From an optimization exercise on the open Yosys and OpenROAD flow, aimed at a short achievable clock period and few clock cycles; shortcuts taken in it are not production practice. Only simulation tests tie the RTL to the original design; equivalence was not proved. Power is estimated from default activity; no workload was simulated.

[flow/flow/run.sh]
#!/bin/bash
# The standard layout flow (standard.sh), with the platform's don't-use
# list extended by the slow cells listed in dont_use_extra.txt (high-fan-in
# OR/NOR cells, 3-input XOR/XNOR, adder and majority cells, wide AND-OR
# cells), so that ABC and the resizer map the logic onto faster gates.
# Everything else, synthesis script included, is the standard flow.
set -euo pipefail
here=$(pwd)
du=$(make -s -C "$FLOW_HOME" DESIGN_CONFIG="$here/config.mk" WORK_HOME="$here/orfs" \
       print-DONT_USE_CELLS 2> "$here/print_dont_use.log" | sed -n 's/^DONT_USE_CELLS: //p')
if [[ -z "$du" ]]; then
  echo "could not read the platform's DONT_USE_CELLS" >&2
  exit 1
fi
extra=$(tr '\n' ' ' < "$here/flow/dont_use_extra.txt")
bash standard.sh "DONT_USE_CELLS=$du $extra" finish > "$here/standard_flow.log" 2>&1
[flow/flow/dont_use_extra.txt]
sky130_fd_sc_hd__or3_*
sky130_fd_sc_hd__or3b_*
sky130_fd_sc_hd__or4_*
sky130_fd_sc_hd__or4b_*
sky130_fd_sc_hd__or4bb_*
sky130_fd_sc_hd__nor4_*
sky130_fd_sc_hd__nor4b_*
sky130_fd_sc_hd__nor4bb_*
sky130_fd_sc_hd__xor3_*
sky130_fd_sc_hd__xnor3_*
sky130_fd_sc_hd__a2111o_*
sky130_fd_sc_hd__a2111oi_*
sky130_fd_sc_hd__fa_*
sky130_fd_sc_hd__ha_*
sky130_fd_sc_hd__maj3_*
sky130_fd_sc_hd__a211oi_*
sky130_fd_sc_hd__a211o_*
sky130_fd_sc_hd__a311o_*
sky130_fd_sc_hd__a311oi_*
sky130_fd_sc_hd__o311a_*
sky130_fd_sc_hd__o311ai_*
[flow/standard.sh]
#!/bin/bash
# synth_recipe.tcl (not shown) runs the flow's synth.tcl, then flattens the netlist and writes it again
# the make line also repeats each setting of config.mk as NAME=value (left out here)
make -C /OpenROAD-flow-scripts/flow DESIGN_CONFIG=/design/flow/config.mk WORK_HOME=/design/flow/orfs CLKGATE_MAP_FILE= SYNTH_SCRIPT=/design/flow/synth_recipe.tcl "${@:-finish}"
[flow/config.mk]
export PLATFORM = sky130hd
export DESIGN_NAME = idxfp
export DESIGN_NICKNAME = idxfp
export VERILOG_FILES = /design/flow/design.v
export SDC_FILE = /design/flow/constraint.sdc
export NUM_CORES = 4
export LEC_CHECK = 0
export CAP_MARGIN = 20
export CORE_MARGIN = 2
export CORE_UTILIZATION = 40
export SETUP_SLACK_MARGIN = 2.7
export SLEW_MARGIN = 20
export SYNTH_HIERARCHICAL = 1
[flow/constraint.sdc]
create_clock -name core_clock -period 5.0 [get_ports {clk}]
set_input_delay 1.0000 -clock core_clock [delete_from_list [all_inputs] [get_ports {clk}]]
set_output_delay 1.0000 -clock core_clock [all_outputs]
set_load 0.01 [all_outputs]
[flow/design.v]
module idxfp (
    input             clk,
    input             rst,             
    input             reset_capable,   
    input             poll,
    input      [31:0] now,
    output            busy,
    input             rx_avail,
    input       [7:0] rx_data,
    output            rx_pop,
    output            rdr_rst_n,
    output            ev_read,
    output            ev_remove,
    output     [39:0] ev_tag,
    input             cfg_req,
    input             cfg_we,
    input       [1:0] cfg_addr,
    input      [31:0] cfg_wdata,
    output     [31:0] cfg_rdata
);
    reg         rc;          
    reg         act;         
    reg         pe;          
    reg         pq;          
    reg  [3:0]  cnt;         
    reg         seen;        
    reg         f_rt;        
    reg         f_exp;       
    reg         nr, nm;      
    reg         np;          
    reg  [11:0] dl_lo;       
    reg  [20:0] now_hi;      
    reg  [11:0] dl_mid;      
    reg  [47:0] fb;          
    reg  [7:0]  syn;         
    reg  [4:0]  eqb;         
    reg  [3:0]  hold;
    reg  [3:0]  ncnt;
    reg         fd_err;
    reg         in_frame;
    reg  [1:0]  pstate;
    reg  [32:0] deadline;
    reg  [39:0] last_tag;
    reg  [31:0] wait_r;
    reg  [1:0]  ev_en;
    reg  [3:0]  errstat;
    reg  [31:0] cfg_rdata_q;
    wire        take = pe && rx_avail;    
    assign rx_pop    = take;
    assign busy      = act;
    assign ev_read   = nr && !(pq && rx_avail);
    assign ev_remove = nm && !(pq && rx_avail);
    assign rdr_rst_n = !np;
    assign ev_tag    = last_tag;
    assign cfg_rdata = cfg_rdata_q;
    wire        exp_ge;
    wire [11:0] dl_lo_n;
    wire [11:0] dl_mid_n;
    wire [10:0] dl_top;
    wire        rc_n, act_n, pe_n, pq_n, seen_n, f_rt_n, f_exp_n, nr_n, nm_n, np_n;
    wire        act_a, act_b, f_exp_a, f_exp_b, nm_a, nm_b;
    wire [3:0]  cnt_n;
    wire [11:0] dl_lo_q_n;
    wire [20:0] now_hi_n;
    wire [47:0] fb_n;
    wire [7:0]  syn_n;
    wire [4:0]  eqb_n;
    wire [3:0]  hold_n, ncnt_n;
    wire        fd_err_n, in_frame_n;
    wire [1:0]  pstate_n;
    wire [32:0] deadline_n;
    wire [39:0] last_tag_n;
    wire [31:0] wait_n;
    wire [1:0]  ev_en_n;
    wire [3:0]  errstat_n;
    wire [31:0] cfg_rdata_n;
    idxfp_cmp u_cmp (
        .now(now), .deadline(deadline), .ge(exp_ge)
    );
    idxfp_add u_add (
        .now_lo(now[10:0]), .now_hi(now_hi), .wait_r(wait_r),
        .dl_lo(dl_lo), .dl_mid(dl_mid),
        .dl_lo_n(dl_lo_n), .dl_mid_n(dl_mid_n), .dl_top(dl_top)
    );
    idxfp_next u_next (
        .rst(rst), .reset_capable(reset_capable), .poll(poll), .now(now),
        .rx_avail(rx_avail), .d(rx_data),
        .cfg_req(cfg_req), .cfg_we(cfg_we), .cfg_addr(cfg_addr), .cfg_wdata(cfg_wdata),
        .dl_lo_sum(dl_lo_n), .dl_top(dl_top),
        .rc(rc), .act(act), .pe(pe), .pq(pq), .cnt(cnt), .seen(seen), .f_rt(f_rt), .f_exp(f_exp),
        .nr(nr), .nm(nm), .np(np), .dl_lo(dl_lo), .now_hi(now_hi), .dl_mid(dl_mid),
        .fb(fb), .syn(syn), .eqb(eqb), .hold(hold), .ncnt(ncnt), .fd_err(fd_err), .in_frame(in_frame),
        .pstate(pstate), .deadline(deadline), .last_tag(last_tag),
        .wait_r(wait_r), .ev_en(ev_en), .errstat(errstat), .cfg_rdata_q(cfg_rdata_q),
        .rc_n(rc_n), .act_n(act_b), .pe_n(pe_n), .pq_n(pq_n), .cnt_n(cnt_n), .seen_n(seen_n),
        .f_rt_n(f_rt_n), .f_exp_n(f_exp_b), .nr_n(nr_n), .nm_n(nm_b), .np_n(np_n),
        .act_a(act_a), .f_exp_a(f_exp_a), .nm_a(nm_a),
        .dl_lo_q_n(dl_lo_q_n), .now_hi_n(now_hi_n),
        .fb_n(fb_n), .syn_n(syn_n), .eqb_n(eqb_n), .hold_n(hold_n), .ncnt_n(ncnt_n), .fd_err_n(fd_err_n),
        .in_frame_n(in_frame_n), .pstate_n(pstate_n), .deadline_n(deadline_n),
        .last_tag_n(last_tag_n), .wait_n(wait_n), .ev_en_n(ev_en_n),
        .errstat_n(errstat_n), .cfg_rdata_n(cfg_rdata_n)
    );
    idxfp_late u_late (
        .ge(exp_ge), .a({act_a, f_exp_a, nm_a}), .b({act_b, f_exp_b, nm_b}),
        .y({act_n, f_exp_n, nm_n})
    );
    always @(posedge clk) begin
        rc          <= rc_n;
        act         <= act_n;
        pe          <= pe_n;
        pq          <= pq_n;
        cnt         <= cnt_n;
        seen        <= seen_n;
        f_rt        <= f_rt_n;
        f_exp       <= f_exp_n;
        nr          <= nr_n;
        nm          <= nm_n;
        np          <= np_n;
        dl_lo       <= dl_lo_q_n;
        now_hi      <= now_hi_n;
        dl_mid      <= dl_mid_n;
        fb          <= fb_n;
        syn         <= syn_n;
        eqb         <= eqb_n;
        hold        <= hold_n;
        ncnt        <= ncnt_n;
        fd_err      <= fd_err_n;
        in_frame    <= in_frame_n;
        pstate      <= pstate_n;
        deadline    <= deadline_n;
        last_tag    <= last_tag_n;
        wait_r      <= wait_n;
        ev_en       <= ev_en_n;
        errstat     <= errstat_n;
        cfg_rdata_q <= cfg_rdata_n;
    end
endmodule
module idxfp_cmp (
    input  [31:0] now,
    input  [32:0] deadline,
    output        ge
);
    wire [31:0] g0 = now & ~deadline[31:0];
    wire [31:0] e0 = ~(now ^ deadline[31:0]);
    wire [15:0] g1, e1;
    wire [7:0]  g2, e2;
    wire [3:0]  g3, e3;
    wire [1:0]  g4, e4;
    genvar k;
    generate
        for (k = 0; k < 16; k = k + 1) begin : l1
            assign g1[k] = g0[2*k+1] | (e0[2*k+1] & g0[2*k]);
            assign e1[k] = e0[2*k+1] & e0[2*k];
        end
        for (k = 0; k < 8; k = k + 1) begin : l2
            assign g2[k] = g1[2*k+1] | (e1[2*k+1] & g1[2*k]);
            assign e2[k] = e1[2*k+1] & e1[2*k];
        end
        for (k = 0; k < 4; k = k + 1) begin : l3
            assign g3[k] = g2[2*k+1] | (e2[2*k+1] & g2[2*k]);
            assign e3[k] = e2[2*k+1] & e2[2*k];
        end
        for (k = 0; k < 2; k = k + 1) begin : l4
            assign g4[k] = g3[2*k+1] | (e3[2*k+1] & g3[2*k]);
            assign e4[k] = e3[2*k+1] & e3[2*k];
        end
    endgenerate
    wire gt = g4[1] | (e4[1] & g4[0]);
    wire eq = e4[1] & e4[0];
    assign ge = !deadline[32] && (gt || eq);
endmodule
module idxfp_late (
    input        ge,
    input  [2:0] a,
    input  [2:0] b,
    output [2:0] y
);
    assign y = b | (a & {3{ge}});
endmodule
module idxfp_add (
    input  [10:0] now_lo,
    input  [20:0] now_hi,
    input  [31:0] wait_r,
    input  [11:0] dl_lo,
    input  [11:0] dl_mid,
    output [11:0] dl_lo_n,
    output [11:0] dl_mid_n,
    output [10:0] dl_top
);
    assign dl_lo_n  = {1'b0, now_lo} + {1'b0, wait_r[10:0]};
    assign dl_mid_n = {1'b0, now_hi[10:0]} + {1'b0, wait_r[21:11]} + {11'd0, dl_lo[11]};
    assign dl_top   = now_hi[20:11] + wait_r[31:22] + {9'd0, dl_mid[11]};
endmodule
module idxfp_next (
    input             rst,
    input             reset_capable,
    input             poll,
    input      [31:0] now,
    input             rx_avail,
    input       [7:0] d,
    input             cfg_req,
    input             cfg_we,
    input       [1:0] cfg_addr,
    input      [31:0] cfg_wdata,
    input      [11:0] dl_lo_sum,
    input      [10:0] dl_top,
    input             rc, act, pe, pq,
    input       [3:0] cnt,
    input             seen, f_rt, f_exp, nr, nm, np,
    input      [11:0] dl_lo,
    input      [20:0] now_hi,
    input      [11:0] dl_mid,
    input      [47:0] fb,
    input       [7:0] syn,
    input       [4:0] eqb,
    input       [3:0] hold, ncnt,
    input             fd_err, in_frame,
    input       [1:0] pstate,
    input      [32:0] deadline,
    input      [39:0] last_tag,
    input      [31:0] wait_r,
    input       [1:0] ev_en,
    input       [3:0] errstat,
    input      [31:0] cfg_rdata_q,
    output reg        rc_n, act_n, pe_n, pq_n,
    output reg  [3:0] cnt_n,
    output reg        seen_n, f_rt_n, f_exp_n, nr_n, nm_n, np_n,
    output reg [11:0] dl_lo_q_n,
    output reg [20:0] now_hi_n,
    output reg [47:0] fb_n,
    output reg  [7:0] syn_n,
    output reg  [4:0] eqb_n,
    output reg  [3:0] hold_n, ncnt_n,
    output reg        fd_err_n, in_frame_n,
    output reg  [1:0] pstate_n,
    output reg [32:0] deadline_n,
    output reg [39:0] last_tag_n,
    output reg [31:0] wait_n,
    output reg  [1:0] ev_en_n,
    output reg  [3:0] errstat_n,
    output reg [31:0] cfg_rdata_n,
    output            act_a, f_exp_a, nm_a
);
    localparam [31:0] WAIT_RESET = 32'd1000;
    localparam [1:0] P_IDLE    = 2'd0;
    localparam [1:0] P_SETTLED = 2'd1;
    localparam [1:0] P_AWAIT   = 2'd2;
    wire c_stx  = (d == 8'h02);
    wire c_etx  = (d == 8'h03);
    wire c_pad  = (d == 8'h0D) || (d == 8'h0A);
    wire c_hexd = (d[7:4] == 4'h3) && (!d[3] || (d[2:1] == 2'b00));
    wire c_hexl = (d[7:3] == 5'b01000) && (d[2:0] != 3'd0) && (d[2:0] != 3'd7);
    wire c_hex  = c_hexd || c_hexl;
    wire c_inv  = !(c_stx || c_etx || c_pad || c_hex);
    wire [3:0] nib = c_hexd ? d[3:0] :
                     {1'b1, (d[2:0] >= 3'd3), (d[2:0] == 3'd1 || d[2:0] == 3'd2 || d[2:0] == 3'd5 || d[2:0] == 3'd6), !d[0]};
    wire       ok     = !fd_err;
    wire       n12    = (ncnt == 4'd12);
    wire       inc    = ok && !n12;           
    wire       ovf    = ok && n12;            
    wire       hsel   = inc && !ncnt[0];      
    wire       tag_ok = ok && (syn == 8'd0);
    wire       wr     = c_hex && inc && ncnt[0];   
    reg  [7:0] fb_old;                        
    always @* begin
        case (ncnt[3:1])
        3'd0:    fb_old = fb[47:40];
        3'd1:    fb_old = fb[39:32];
        3'd2:    fb_old = fb[31:24];
        3'd3:    fb_old = fb[23:16];
        3'd4:    fb_old = fb[15:8];
        default: fb_old = fb[7:0];
        endcase
    end
    wire       take   = pe && rx_avail;       
    wire       endc   = act && !take;         
    wire       dec    = take && c_etx && tag_ok;
    wire       fin16  = take && !pq;
    wire       seen_b = seen || dec;
    wire may_exp = rc && (pstate == P_AWAIT);
    wire exp_new = 1'b0;                      
    assign act_a   = !rst && poll && may_exp;
    assign f_exp_a = !rst && poll && may_exp;
    assign nm_a    = !rst && poll && may_exp && ev_en[1];
    integer i;
    always @* begin
        rc_n        = rc;
        act_n       = act;
        pe_n        = pe;
        pq_n        = pq;
        cnt_n       = cnt;
        seen_n      = seen;
        f_rt_n      = f_rt;
        f_exp_n     = f_exp;
        nr_n        = nr;
        nm_n        = nm;
        np_n        = np;
        dl_lo_q_n   = dl_lo;
        now_hi_n    = now_hi;
        fb_n        = fb;
        syn_n       = syn;
        eqb_n       = eqb;
        hold_n      = hold;
        ncnt_n      = ncnt;
        fd_err_n    = fd_err;
        in_frame_n  = in_frame;
        pstate_n    = pstate;
        deadline_n  = deadline;
        last_tag_n  = last_tag;
        wait_n      = wait_r;
        ev_en_n     = ev_en;
        errstat_n   = errstat;
        cfg_rdata_n = cfg_rdata_q;
        if (rst) begin
            rc_n        = reset_capable;
            act_n       = 1'b0;
            pe_n        = 1'b0;
            pq_n        = 1'b0;
            cnt_n       = 4'd0;
            seen_n      = 1'b0;
            f_rt_n      = 1'b0;
            f_exp_n     = 1'b0;
            nr_n        = 1'b0;
            nm_n        = 1'b0;
            np_n        = 1'b0;
            dl_lo_q_n   = 12'd0;
            now_hi_n    = 21'd0;
            fb_n        = 48'd0;
            syn_n       = 8'd0;
            eqb_n       = 5'h1f;
            hold_n      = 4'd0;
            ncnt_n      = 4'd0;
            fd_err_n    = 1'b1;
            in_frame_n  = 1'b0;
            pstate_n    = P_IDLE;
            deadline_n  = 33'd0;
            last_tag_n  = 40'd0;
            wait_n      = WAIT_RESET;
            ev_en_n     = 2'd0;
            errstat_n   = 4'd0;
            cfg_rdata_n = 32'd0;
        end else begin
            if (endc || fin16) begin
                if (seen) begin
                    pstate_n = rc ? P_AWAIT : P_SETTLED;
                    if (rc) deadline_n = {dl_top, dl_mid[10:0], dl_lo[10:0]};
                end else if (f_exp) begin
                    pstate_n = P_IDLE;
                end
            end
            if (poll) begin
                act_n     = rx_avail || exp_new;
                pe_n      = rx_avail;
                pq_n      = rx_avail;
                cnt_n     = 4'd0;
                seen_n    = 1'b0;
                dl_lo_q_n = dl_lo_sum;
                now_hi_n  = now[31:11];
                f_rt_n    = ev_en[0] && (!rc || pstate != P_AWAIT);
                f_exp_n   = exp_new;
                nr_n      = 1'b0;
                np_n      = 1'b0;
                nm_n      = exp_new && ev_en[1];
            end else if (take) begin
                cnt_n  = cnt + 4'd1;
                pe_n   = (cnt != 4'd15);
                seen_n = seen_b;
                nr_n   = seen_b && f_rt;
                np_n   = seen_b && rc;
                nm_n   = !seen_b && f_exp && ev_en[1];
                pq_n   = (cnt != 4'd15);
                if (fin16) begin
                    act_n = 1'b0;
                    nr_n  = 1'b0;
                    nm_n  = 1'b0;
                    np_n  = 1'b0;
                end
            end else if (endc) begin
                act_n = 1'b0;
                pe_n  = 1'b0;
                pq_n  = 1'b0;
                nr_n  = 1'b0;
                nm_n  = 1'b0;
                np_n  = 1'b0;
            end
            if (cfg_req) begin
                if (cfg_we) begin
                    case (cfg_addr)
                    2'd0: wait_n    = cfg_wdata;
                    2'd1: ev_en_n   = cfg_wdata[1:0];
                    2'd2: errstat_n = errstat & ~cfg_wdata[3:0];
                    default: ;
                    endcase
                end else begin
                    case (cfg_addr)
                    2'd0:    cfg_rdata_n = wait_r;
                    2'd1:    cfg_rdata_n = {30'd0, ev_en};
                    2'd2:    cfg_rdata_n = {28'd0, errstat};
                    default: cfg_rdata_n = 32'd0;
                    endcase
                end
            end
            if (take) begin
                if (c_stx) begin
                    ncnt_n     = 4'd0;
                    fd_err_n   = 1'b0;
                    in_frame_n = 1'b1;
                end
                if (c_etx)
                    in_frame_n = 1'b0;
                if (c_hex && inc)
                    ncnt_n = ncnt + 4'd1;
                if ((c_hex && ovf) || (c_inv && ok))
                    fd_err_n = 1'b1;
                if (c_hex && hsel)
                    hold_n = nib;
                for (i = 0; i < 6; i = i + 1)
                    if (c_hex && inc && ncnt == 2 * i + 1)
                        fb_n[47 - 8 * i -: 8] = {hold, nib};
                if (wr)
                    syn_n = syn ^ fb_old ^ {hold, nib};
                for (i = 0; i < 5; i = i + 1)
                    if (c_hex && inc && ncnt == 2 * i + 1)
                        eqb_n[i] = ({hold, nib} == last_tag[39 - 8 * i -: 8]);
                if (dec)
                    eqb_n = 5'h1f;
                if (cnt == 4'd14 && (fd_err_n || (seen_b && (&eqb_n))))
                    pq_n = 1'b0;
                if (dec)
                    last_tag_n = fb[47:8];
                if (in_frame) begin
                    if (c_etx && ok && !tag_ok) errstat_n[0] = 1'b1;
                    if (c_stx)                  errstat_n[1] = 1'b1;
                    if (c_inv && ok)            errstat_n[2] = 1'b1;
                    if (c_hex && ovf)           errstat_n[3] = 1'b1;
                end
            end
        end
    end
endmodule
==> impl_metrics.ini <==
[synth]
synth_seq_cells = 275
yosysSeqAreaShare_pct = 39.10
synth-edff-count = 0
synth_ff_type = dfxtp_1
ys_types = 100
syn_inst = 1682
synth_area_um2 = 14080
yosys_warnings = 8
synth.avg_cell_area_um2 = 8.370
synthArstFlopShare_pct = 0
syn_nets = 1763

[clocking]
htreeDepth = 2
cts_root_buf = clkbuf_16
cts_tree = yes
numCtsBuffers = 34
insertion_delay_ps = 520
clock_sink_count = 275
clockBufferDepth = 3
clk_pin_slew_ps = 50

[layout]
finish.net_count = 1919
fillCellCount = 3204
area_growth_pct = 26.82
drive_gt1_share_pct = 15.68

[sta]
relSlewSlack_pct = 38.93
fmax_mhz = 424.7
hold_viol = 0
slew_violations = 0
rsz0062_at_grt = yes
finClkSkew_ps = 25.01
tightestPinTransition_ps = 906.5
period_needed_ps = 2354
setup-tns-final_ps = 0
holdWs_ps = 433.5
post-route-period-util_pct = 47.09
setup_violations = 0

[worst_setup_path]
end_kind = output port
r2r_start = hold[1]
timing.critical_path.fanout_max = 8
required_ps = 4000
crit_family = buffers and inverters
crit_chain = buf_12, a21boi_2, buf_2
cp_num_buf_inv = 2
critPathMaxStageDelay_ps = 140
path_class = input pin to output port
worstPathArrival_ps = 1350
slowest_stage = buf_2
startpoint_type = input pin
cp-startpoint = rx_avail

[pwr]
p_seq_share_pct = 44.7
net-switching-power_mw = 1.231
internal_power_mw = 3.846
clockPowerShare_pct = 46.7
vdd_drop_max_v = 0.0002061
power_density_nw_per_um2 = 284.3
power.leakage_nw = 7.155
combPwrFrac_pct = 8.5
p_total_mw = 5.077
p_sw_share_pct = 24.24

[grt]
grt_overflow = 0
grt_util_all_layers_pct = 22.08
antenna_found_initial = 3
grt_pass1_wl_mm = 65.22
grt_pass1_vias = 11770
grt_max_degree = 90

[floorplan]
fp.dieW_um = 191.6
num_io_pins = 158
initial_core_util_pct = 40.66
dieArea_um2 = 36710
die_y_um = 191.6
core-area_um2 = 34630
rows = 68

[place]
place_congestion = 0.8865
place_hpwl_mm = 28.31
io_buffer_count = 157

[run]
drv_cap = 0

[detailed_routing]
firstDrtPassIters = 5
via_per_inst = 5.374
drc = 0
wl_met2_mm = 18.57
drtAntennaViolNets = 0
routed_wl_mm = 41.17
top_layer = met4
drtIter0Drc = 901
num_vias = 12440
wire_per_inst_um = 17.78
met3_wirelength_mm = 2.692
m1WireLength_mm = 19.11

[worst_hold_path]
min_from = dl_mid[1]
hold_class = register to register

[outcome]
outcome = complete, no violations
-- kinds of logic after synthesis --
| group | synth area share, % |
|---|---|
| AO/OA/AOI/OAI | 17.96 |
| XOR/XNOR | 7.261 |
| buffers and inverters | 4.541 |
| flip-flops | 39.10 |
| multiplexers | 8.292 |
| AND/OR/NAND/NOR | 22.84 |
-- modules after synthesis, one instance, submodules excluded --
module      area [µm²]  times used  flops+latches  cells
idxfp_late       22.52           1              0      3
idxfp_next        6193           1              0   1042
idxfp_cmp        694.4           1              0    116
idxfp             5530           1            275    279
idxfp_add         1638           1              0    242
-- synth_stat cells (5+ instances only) --
| master | number | area [µm²] |
|---|---|---|
| a21boi_1 | 6 | 45.04 |
| inv_1 | 32 | 120.1 |
| buf_6 | 5 | 56.30 |
| a221oi_2 | 6 | 90.09 |
| or2_2 | 12 | 75.07 |
| o21ai_1 | 9 | 45.04 |
| o21ai_0 | 34 | 170.2 |
| o21bai_1 | 8 | 60.06 |
| a221o_1 | 6 | 60.06 |
| xor2_1 | 43 | 376.6 |
| nand4_1 | 8 | 50.05 |
| nor3_2 | 6 | 60.06 |
| nor2_1 | 263 | 987.2 |
| o22ai_1 | 7 | 43.79 |
| a31oi_1 | 13 | 81.33 |
| nand3b_1 | 5 | 37.54 |
| o221ai_1 | 7 | 61.31 |
| dfxtp_1 | 275 | 5505 |
| a21o_1 | 7 | 52.55 |
| clkbuf_1 | 50 | 187.7 |
| buf_1 | 6 | 22.52 |
| buf_4 | 13 | 97.59 |
| mux2i_1 | 105 | 1051 |
| nor2b_1 | 20 | 125.1 |
| o211ai_1 | 12 | 90.09 |
| nand3_1 | 42 | 210.2 |
| and2_1 | 9 | 56.30 |
| o2111ai_1 | 5 | 43.79 |
| o32ai_1 | 5 | 43.79 |
| nand2_1 | 211 | 792.0 |
| buf_2 | 24 | 120.1 |
| xnor2_1 | 70 | 613.1 |
| mux2_2 | 7 | 78.83 |
| nor3_1 | 35 | 175.2 |
| nand2b_1 | 19 | 118.9 |
| a21oi_1 | 140 | 700.7 |
| nor3b_1 | 8 | 60.06 |
| a22oi_1 | 34 | 255.2 |
-- metal layers --
| layer | global-route usage [%] | vias to the layer above |
|---|---|---|
| met3 | 4.276 | 62 |
| li1 | - | 6154 |
| met2 | 34.85 | 343 |
| met5 | 0 | - |
| met1 | 31.11 | 5881 |
| met4 | 5.030 | 0 |
-- worst register-to-register path, cell delays in order (launching register included) --
cell	delay, ps
dfxtp_1	810
xnor2_1	260
o211ai_1	160
nor3_1	190
o2111ai_1	130
nand4b_1	260
a21oi_2	210
a41oi_2	120
-- stage by stage --
step	setup slack (ps)	instances	util, %	cell area, µm²
2_1_floorplan	2577	1682	-	14260
3_3_place_gp	1342	2212	46.24	16010
3_5_place_dp	1250	2212	46.24	16010
4_1_cts	2535	2303	50.82	17600
5_1_grt	2591	2313	51.55	17850
6_report	2646	2315	51.56	17850
-- state kept, by name, indices dropped and copies added (netlist names), 5 cells and up --
name and flops:
deadline 33, now_hi 21, syn 8, fb 48, cfg_rdata_q 32, last_tag 40
dl_mid 12, wait_r 32, dl_lo 12, eqb 5
-- layout by cell type (no fill, tap or decap), drive strengths merged, types with 21 or more instances in the layout --
cell type | Yosys | final
nor2 | 268 | 268
mux2i | 105 | 105
xnor2 | 70 | 70
xor2 | 45 | 45
nand2 | 216 | 216
o21ai | 45 | 45
nand3 | 44 | 44
inv | 32 | 32
dlygate4sd2 | 0 | 82
a22oi | 34 | 34
nor2b | 21 | 21
clkbuf | 50 | 45
clkdlybuf4s50 | 0 | 46
nor3 | 41 | 41
dfxtp | 275 | 275
buf | 50 | 81
a21oi | 145 | 145
-- final timing paths --
check | to | slack, ps | depth (start not counted)
worst max-delay path | ev_remove | 2650 | 3
worst min-delay path | deadline[12] | 430 | 2
worst max register to register | pq | 2760 | 7
worst min register to register | deadline[12] | 430 | 2
-- area by class of cell --
type	count	area, µm²	share of cell area [%]
diodes	4	10.01	0.05606
clock buffers	43	935.9	5.242
clock inverters	11	130.1	0.7288
inverters	32	127.6	0.7148
multi-input cells	1276	8369	46.87
flip-flops and latches	275	5532	30.98
well taps	455	569.3	3.189
repair buffers	219	2181	12.21
-- power by group through the flow --
stage               registers [mW]  clock network, mW  logic, mW
finish                        2.27               2.37      0.433
global route                  2.28               2.51      0.472
CTS                           2.27               2.42      0.422
detailed placement            2.32                  0      0.406
global placement              2.32                  0      0.401
floorplan                     2.30                  0      0.268
-- timing repair --
action,in CTS,in global routing
buffers inserted,31,7
hold buffers,0,0
resized for setup,241,59
pin swaps,29,36
cloned,6,1
endpoints found under the setup margin,291,141
Testbench counts, summed over its fixed seeds: cycles 53,383.

## afterwards: timing with drivers on the ports
How much do the figures lean on ideal ports? The routed layout below was timed once more, with nothing changed but the port constraints.
Step 1, drivers: a clkbuf_16 drives clk and a buf_2 each remaining input, both assumed.
Step 2 also shifts input and output timing later by t, the mid clock arrival at the registers, as if the neighbouring blocks saw the same clock.
a / b / c = ideal ports / drivers / drivers and shift; a / b = the first two.
t, ns: 0.560
setup slack, ns: 2.646 / 2.597 / 2.180
latest minus earliest clock arrival (ns): 0.025 / 0.025
After both steps setup and hold are still met in this run. For this run, drivers alone change the setup slack by -0.049 ns; drivers and shift together by -0.466 ns.
